From an optimization exercise on the open Yosys and OpenROAD flow, aimed at small area, a short achievable clock period and few clock cycles; shortcuts taken in it are not production practice. RTL that was checked went through simulation tests only; none was proved equivalent to the original.

==> job 2366: inputs <==
Design ssb_synth, start of the top module:
module ssb_synth (
    input  wire         clk,
    input  wire         rst,         
    input  wire         in_valid,
    output wire         in_ready,
    input  wire [16*16-1:0] in_row,      
    output wire         out_valid,
    input  wire         out_ready,
    output wire [16*16-1:0] out_pcm      
);
    localparam integer W0 = 18;      
    localparam integer W  = 20;      
    reg              rst_q;          
    reg              vs, v1, v2, v3;
    reg              ov, kv;
    reg              rdy_q, ovp_q;   
    reg [16*16-1:0]  s_in;           
    reg [16*16-1:0]  p0;             
    reg [W0*16-1:0]  x1;             
    reg [W0*8-1:0]   st1;            
    reg [W*16-1:0]   x2;             
    reg [W*4-1:0]    st2;            
    reg [W*16-1:0]   x3;             
    reg [W*2-1:0]    st3;            
    reg [16*16-1:0]  o_q, k_q;       
    wire adv  = ~kv;
    wire push = adv & v3;
    wire ov_d = kv | push | (ov & ~out_ready);
    wire kv_d = (kv | push) & ov & ~out_ready;
    assign in_ready  = rdy_q;
    assign out_valid = ovp_q;
    assign out_pcm   = o_q;
    wire [W0*16-1:0] y0s;
    genvar c, p;
    generate
        for (c = 0; c < 8; c = c + 1) begin : g_s0
            wire [W0-1:0] a  = {{2{s_in[16*c+15]}},     s_in[16*c +: 16]};
            wire [W0-1:0] b  = {{2{s_in[16*(c+8)+15]}}, s_in[16*(c+8) +: 16]};
            wire [W0-1:0] r0 = {{2{p0[16*c+15]}},       p0[16*c +: 16]};
            wire [W0-1:0] r1 = {{2{p0[16*(c+8)+15]}},   p0[16*(c+8) +: 16]};
            wire [W0-1:0] bias = (c == 0) ? 1 : 0;
            assign y0s[W0*c +: W0]     = a + r0 + (r1 << 1) + bias;
            assign y0s[W0*(c+8) +: W0] = (a << 1) - (r1 + b) + bias;
        end
    endgenerate
    wire [W*16-1:0] xin1, xin2, xin3;
    wire [W*8-1:0]  sti1;
    wire [W*16-1:0] y1s, y2s, y3s;
    generate
  ...
==> module ssb_synth, before the edit <==
module ssb_synth (
    input  wire         clk,
    input  wire         rst,         
    input  wire         in_valid,
    output wire         in_ready,
    input  wire [16*16-1:0] in_row,      
    output wire         out_valid,
    input  wire         out_ready,
    output wire [16*16-1:0] out_pcm      
);
    localparam integer W0 = 18;      
    localparam integer W  = 20;      
    reg              rst_q;          
    reg              vs, v1, v2, v3;
    reg              ov, kv;
    reg              rdy_q, ovp_q;   
    reg [16*16-1:0]  s_in;           
    reg [16*16-1:0]  p0;             
    reg [W0*16-1:0]  x1;             
    reg [W0*8-1:0]   st1;            
    reg [W*16-1:0]   x2;             
    reg [W*4-1:0]    st2;            
    reg [W*16-1:0]   x3;             
    reg [W*2-1:0]    st3;            
    reg [16*16-1:0]  o_q, k_q;       
    wire adv  = ~kv;
    wire push = adv & v3;
    wire ov_d = kv | push | (ov & ~out_ready);
    wire kv_d = (kv | push) & ov & ~out_ready;
    assign in_ready  = rdy_q;
    assign out_valid = ovp_q;
    assign out_pcm   = o_q;
    wire [W0*16-1:0] y0s;
    genvar c, p;
    generate
        for (c = 0; c < 8; c = c + 1) begin : g_s0
            wire [W0-1:0] a  = {{2{s_in[16*c+15]}},     s_in[16*c +: 16]};
            wire [W0-1:0] b  = {{2{s_in[16*(c+8)+15]}}, s_in[16*(c+8) +: 16]};
            wire [W0-1:0] r0 = {{2{p0[16*c+15]}},       p0[16*c +: 16]};
            wire [W0-1:0] r1 = {{2{p0[16*(c+8)+15]}},   p0[16*(c+8) +: 16]};
            wire [W0-1:0] bias = (c == 0) ? 1 : 0;
            assign y0s[W0*c +: W0]     = a + r0 + (r1 << 1) + bias;
            assign y0s[W0*(c+8) +: W0] = (a << 1) - (r1 + b) + bias;
        end
    endgenerate
    wire [W*16-1:0] xin1, xin2, xin3;
    wire [W*8-1:0]  sti1;
    wire [W*16-1:0] y1s, y2s, y3s;
    generate
        for (p = 0; p < 16; p = p + 1) begin : g_ext
            assign xin1[W*p +: W] = {{(W-W0){x1[W0*p+W0-1]}}, x1[W0*p +: W0]};
            if (p < 8) begin : g_st
                assign sti1[W*p +: W] = {{(W-W0){st1[W0*p+W0-1]}}, st1[W0*p +: W0]};
            end
        end
    endgenerate
    ssb_lift_stage #(.C(4)) u_s1 (.x(xin1), .st(sti1), .y(y1s));
    ssb_lift_stage #(.C(2)) u_s2 (.x(x2),   .st(st2),  .y(y2s));
    ssb_lift_stage #(.C(1)) u_s3 (.x(x3),   .st(st3),  .y(y3s));
    wire [16*16-1:0] r3;
    generate
        for (p = 0; p < 16; p = p + 1) begin : g_pcm
            assign r3[16*p +: 16] = y3s[W*p+4 +: 16];
        end
    endgenerate
    always @(posedge clk) begin
        if (adv) begin
            s_in <= in_row;
            x1   <= y0s;
            x2   <= y1s;
            x3   <= y2s;
            k_q  <= r3;
        end
        if (~ov | out_ready)
            o_q <= kv ? k_q : r3;
    end
    always @(posedge clk) begin
        if (rst_q) begin
            p0  <= 0;
            st1 <= 0;
            st2 <= 0;
            st3 <= 0;
        end else if (adv) begin
            if (vs) p0  <= s_in;
            if (v1) st1 <= x1[W0*8 +: W0*8];
            if (v2) st2 <= x2[W*12 +: W*4];
            if (v3) st3 <= x3[W*14 +: W*2];
        end
    end
    always @(posedge clk) begin
        rst_q <= rst;
        if (rst) begin
            vs <= 1'b0;
            v1 <= 1'b0;
            v2 <= 1'b0;
            v3 <= 1'b0;
            ov <= 1'b0;
            kv <= 1'b0;
            rdy_q <= 1'b1;
            ovp_q <= 1'b0;
        end else begin
            if (adv) begin
                vs <= in_valid;
                v1 <= vs;
                v2 <= v1;
                v3 <= v2;
            end
            ov <= ov_d;
            kv <= kv_d;
            rdy_q <= ~kv_d;
            ovp_q <= ov_d;
        end
    end
endmodule
==> flow/config.mk <==
export PLATFORM = sky130hd
export DESIGN_NAME = ssb_synth
export DESIGN_NICKNAME = ssb_synth
export VERILOG_FILES = /design/flow/design.v
export SDC_FILE = /design/flow/constraint.sdc
export NUM_CORES = 4
export LEC_CHECK = 0
export CAP_MARGIN = 20
export CORE_MARGIN = 2
export CORE_UTILIZATION = 40
export CTS_CLUSTER_DIAMETER = 60
export CTS_CLUSTER_SIZE = 30
export PLACE_DENSITY = 0.6
export SLEW_MARGIN = 20
==> flow/constraint.sdc <==
create_clock -name core_clock -period 10.0 [get_ports {clk}]
set_input_delay 2.0000 -clock core_clock [delete_from_list [all_inputs] [get_ports {clk}]]
set_output_delay 2.0000 -clock core_clock [all_outputs]
set_load 0.01 [all_outputs]
standard.sh (not shown) runs the stock make flow with config.mk's settings and CLKGATE_MAP_FILE= SYNTH_SCRIPT=/design/flow/synth_recipe.tcl, a recipe that flattens the netlist after the stock synthesis.
==> flow/flow/run.sh <==
#!/bin/bash
set -euo pipefail
bash standard.sh SETUP_SLACK_MARGIN=6.8 finish > standard_finish.log 2>&1
==> job 7563 (differences from job 2366) <==
--- a/flow/design.v
+++ b/flow/design.v
@@ -13,7 +13,6 @@
     reg              rst_q;          
     reg              vs, v1, v2, v3;
     reg              ov, kv;
-    reg              rdy_q, ovp_q;   
     reg [16*16-1:0]  s_in;           
     reg [16*16-1:0]  p0;             
     reg [W0*16-1:0]  x1;             
@@ -25,10 +24,8 @@
     reg [16*16-1:0]  o_q, k_q;       
     wire adv  = ~kv;
     wire push = adv & v3;
-    wire ov_d = kv | push | (ov & ~out_ready);
-    wire kv_d = (kv | push) & ov & ~out_ready;
-    assign in_ready  = rdy_q;
-    assign out_valid = ovp_q;
+    assign in_ready  = adv;
+    assign out_valid = ov;
     assign out_pcm   = o_q;
     wire [W0*16-1:0] y0s;
     genvar c, p;
@@ -96,8 +93,6 @@
             v3 <= 1'b0;
             ov <= 1'b0;
             kv <= 1'b0;
-            rdy_q <= 1'b1;
-            ovp_q <= 1'b0;
         end else begin
             if (adv) begin
                 vs <= in_valid;
@@ -105,10 +100,8 @@
                 v2 <= v1;
                 v3 <= v2;
             end
-            ov <= ov_d;
-            kv <= kv_d;
-            rdy_q <= ~kv_d;
-            ovp_q <= ov_d;
+            ov <= kv | push | (ov & ~out_ready);
+            kv <= (kv | push) & ov & ~out_ready;
         end
     end
 endmodule
==> flow/run.sh (new file) <==
#!/bin/bash
# synth_recipe.tcl (not shown) runs the flow's synth.tcl, then flattens the netlist and writes it again
# the make line also repeats each setting of config.mk as NAME=value (left out here)
make -C /OpenROAD-flow-scripts/flow DESIGN_CONFIG=/design/flow/config.mk WORK_HOME=/design/flow/orfs CLKGATE_MAP_FILE= SYNTH_SCRIPT=/design/flow/synth_recipe.tcl finish
CTS_CLUSTER_DIAMETER = not set   (was 60)
CTS_CLUSTER_SIZE = not set   (was 30)
removed: flow/flow/run.sh
removed: flow/standard.sh
==> job 6343 (differences from job 2366) <==
--- a/flow/design.v
+++ b/flow/design.v
@@ -13,7 +13,6 @@
     reg              rst_q;          
     reg              vs, v1, v2, v3;
     reg              ov, kv;
-    reg              rdy_q, ovp_q;   
     reg [16*16-1:0]  s_in;           
     reg [16*16-1:0]  p0;             
     reg [W0*16-1:0]  x1;             
@@ -25,10 +24,8 @@
     reg [16*16-1:0]  o_q, k_q;       
     wire adv  = ~kv;
     wire push = adv & v3;
-    wire ov_d = kv | push | (ov & ~out_ready);
-    wire kv_d = (kv | push) & ov & ~out_ready;
-    assign in_ready  = rdy_q;
-    assign out_valid = ovp_q;
+    assign in_ready  = adv;
+    assign out_valid = ov;
     assign out_pcm   = o_q;
     wire [W0*16-1:0] y0s;
     genvar c, p;
@@ -96,8 +93,6 @@
             v3 <= 1'b0;
             ov <= 1'b0;
             kv <= 1'b0;
-            rdy_q <= 1'b1;
-            ovp_q <= 1'b0;
         end else begin
             if (adv) begin
                 vs <= in_valid;
@@ -105,10 +100,8 @@
                 v2 <= v1;
                 v3 <= v2;
             end
-            ov <= ov_d;
-            kv <= kv_d;
-            rdy_q <= ~kv_d;
-            ovp_q <= ov_d;
+            ov <= kv | push | (ov & ~out_ready);
+            kv <= (kv | push) & ov & ~out_ready;
         end
     end
 endmodule
==> flow/flow/run.sh (replaced) <==
#!/bin/bash
set -euo pipefail
bash standard.sh SETUP_SLACK_MARGIN=6.5 finish > standard_finish.log 2>&1
CORE_UTILIZATION = 55   (was 40)
CTS_CLUSTER_DIAMETER = not set   (was 60)
CTS_CLUSTER_SIZE = not set   (was 30)
PLACE_DENSITY = 0.65   (was 0.6)
==> job 1046 (differences from job 2366) <==
--- a/flow/design.v
+++ b/flow/design.v
@@ -11,10 +11,8 @@
     localparam integer W0 = 18;      
     localparam integer W  = 20;      
     reg              rst_q;          
-    reg              vs, v1, v2, v3;
+    reg              v1, v2, v3;
     reg              ov, kv;
-    reg              rdy_q, ovp_q;   
-    reg [16*16-1:0]  s_in;           
     reg [16*16-1:0]  p0;             
     reg [W0*16-1:0]  x1;             
     reg [W0*8-1:0]   st1;            
@@ -25,17 +23,16 @@
     reg [16*16-1:0]  o_q, k_q;       
     wire adv  = ~kv;
     wire push = adv & v3;
-    wire ov_d = kv | push | (ov & ~out_ready);
-    wire kv_d = (kv | push) & ov & ~out_ready;
-    assign in_ready  = rdy_q;
-    assign out_valid = ovp_q;
+    wire acc  = adv & in_valid;
+    assign in_ready  = adv;
+    assign out_valid = ov;
     assign out_pcm   = o_q;
     wire [W0*16-1:0] y0s;
     genvar c, p;
     generate
         for (c = 0; c < 8; c = c + 1) begin : g_s0
-            wire [W0-1:0] a  = {{2{s_in[16*c+15]}},     s_in[16*c +: 16]};
-            wire [W0-1:0] b  = {{2{s_in[16*(c+8)+15]}}, s_in[16*(c+8) +: 16]};
+            wire [W0-1:0] a  = {{2{in_row[16*c+15]}},     in_row[16*c +: 16]};
+            wire [W0-1:0] b  = {{2{in_row[16*(c+8)+15]}}, in_row[16*(c+8) +: 16]};
             wire [W0-1:0] r0 = {{2{p0[16*c+15]}},       p0[16*c +: 16]};
             wire [W0-1:0] r1 = {{2{p0[16*(c+8)+15]}},   p0[16*(c+8) +: 16]};
             wire [W0-1:0] bias = (c == 0) ? 1 : 0;
@@ -65,7 +62,6 @@
     endgenerate
     always @(posedge clk) begin
         if (adv) begin
-            s_in <= in_row;
             x1   <= y0s;
             x2   <= y1s;
             x3   <= y2s;
@@ -75,40 +71,36 @@
             o_q <= kv ? k_q : r3;
     end
     always @(posedge clk) begin
+        if (rst)
+            p0 <= 0;
+        else if (acc)
+            p0 <= in_row;
         if (rst_q) begin
-            p0  <= 0;
             st1 <= 0;
             st2 <= 0;
             st3 <= 0;
-        end else if (adv) begin
-            if (vs) p0  <= s_in;
-            if (v1) st1 <= x1[W0*8 +: W0*8];
-            if (v2) st2 <= x2[W*12 +: W*4];
-            if (v3) st3 <= x3[W*14 +: W*2];
+        end else begin
+            if (adv & v1) st1 <= x1[W0*8 +: W0*8];
+            if (adv & v2) st2 <= x2[W*12 +: W*4];
+            if (adv & v3) st3 <= x3[W*14 +: W*2];
         end
     end
     always @(posedge clk) begin
         rst_q <= rst;
         if (rst) begin
-            vs <= 1'b0;
             v1 <= 1'b0;
             v2 <= 1'b0;
             v3 <= 1'b0;
             ov <= 1'b0;
             kv <= 1'b0;
-            rdy_q <= 1'b1;
-            ovp_q <= 1'b0;
         end else begin
             if (adv) begin
-                vs <= in_valid;
-                v1 <= vs;
+                v1 <= in_valid;
                 v2 <= v1;
                 v3 <= v2;
             end
-            ov <= ov_d;
-            kv <= kv_d;
-            rdy_q <= ~kv_d;
-            ovp_q <= ov_d;
+            ov <= kv | push | (ov & ~out_ready);
+            kv <= (kv | push) & ov & ~out_ready;
         end
     end
 endmodule
==> flow/flow/run.sh (replaced) <==
#!/bin/bash
set -euo pipefail
bash standard.sh SETUP_SLACK_MARGIN=6.5 finish > standard_finish.log 2>&1
CTS_CLUSTER_DIAMETER = not set   (was 60)
CTS_CLUSTER_SIZE = not set   (was 30)
==> flow_metrics.env <==
export IMPL_status="timing/DRC/antenna clean"
export IMPL_cts_clk_slew_worst_paths_ns=0.09
export IMPL_max_freq_mhz=271
export IMPL_initial_utilization=0.403
export IMPL_hold_slack_ns=0.445
export IMPL_synth_area_mm2=0.144
export IMPL_dp_hpwl_um=363000
export IMPL_core_mm2=0.356
export IMPL_multi_input_area_mm2=0.0894
export IMPL_arrival_ns=1.70
export IMPL_cp_num_cells=1
# the run above: job 2366

==> flow_metrics.env <==
export IMPL_core_mm2=0.358
export IMPL_hold_slack_ns=0.447
export IMPL_cts_clk_slew_worst_paths_ns=0.06
export IMPL_arrival_ns=2.64
export IMPL_max_freq_mhz=215
export IMPL_synth_area_mm2=0.144
export IMPL_initial_utilization=0.401
export IMPL_multi_input_area_mm2=0.0794
export IMPL_status="timing/DRC/antenna clean"
export IMPL_first_global_vias=96400
export IMPL_crit_fanout=39
export IMPL_cts_sinks=2223
export IMPL_synth_top_family_by_area="adder cells"
export IMPL_cp_num_cells=2
# the run above: job 7563

==> flow_metrics.env <==
export IMPL_core_mm2=0.339
export IMPL_max_freq_mhz=251
export IMPL_hold_slack_ns=0.444
export IMPL_arrival_ns=4.65
export IMPL_multi_input_area_mm2=0.0888
export IMPL_status="timing/DRC/antenna clean"
export IMPL_path_delay_family="compound AO/OA/AOI/OAI gates"
export IMPL_regArea_mm2=0.0512
export IMPL_cp_num_cells=13
export IMPL_synth_area_mm2=0.136
export IMPL_initial_utilization=0.401
export IMPL_dp_hpwl_um=358000
# the run above: job 1046

==> flow_metrics.env <==
export IMPL_cp_num_cells=2
export IMPL_max_freq_mhz=277
export IMPL_status="timing/DRC/antenna clean"
export IMPL_top_layer="met5"
export IMPL_initial_utilization=0.554
export IMPL_dp_hpwl_um=381000
export IMPL_synth_area_mm2=0.144
export IMPL_hold_slack_ns=0.459
export IMPL_cts_clk_slew_worst_paths_ns=0.06
export IMPL_arrival_ns=1.61
# the run above: job 6343

Testbench counts of job 7563, summed over its fixed seeds: cycles 8,040.
Testbench counts of job 6343, summed over its fixed seeds: cycles 8,040.
Testbench counts of job 1046, summed over its fixed seeds: cycles 8,032.
The RTL of job 2366 was laid out without a check of its function.

==> what the ideal ports hide <==
No port has a modelled driver above. Below, the same layouts with a new extraction and two added sets of constraints. Step 1, drivers: a clkbuf_16 drives clk and a buf_2 each remaining input, both assumed. Step 2 moves the port delays by t, midway between the first and last clock arrival at a register: inputs arrive t later, outputs are due t later. That takes back most of the time a late clock gives input paths. Slacks: ideal / step 1 / step 2; pairs: ideal / step 1.
run	t (ns)	setup WS [ns]	worst setup path at the end
job 2366	1.058	6.303 / 6.193 / 5.903	input to register
job 7563	1.045	5.358 / 5.264 / 5.564	register to register
job 6343	1.035	6.389 / 6.285 / 5.662	input to register
job 1046	1.056	6.014 / 6.014 / 5.037	input to register
After both steps every run listed still meets setup and hold. The setup slack of job 1046, which loses most, moves by 0.000 ns with the drivers and by -0.977 ns with both steps.
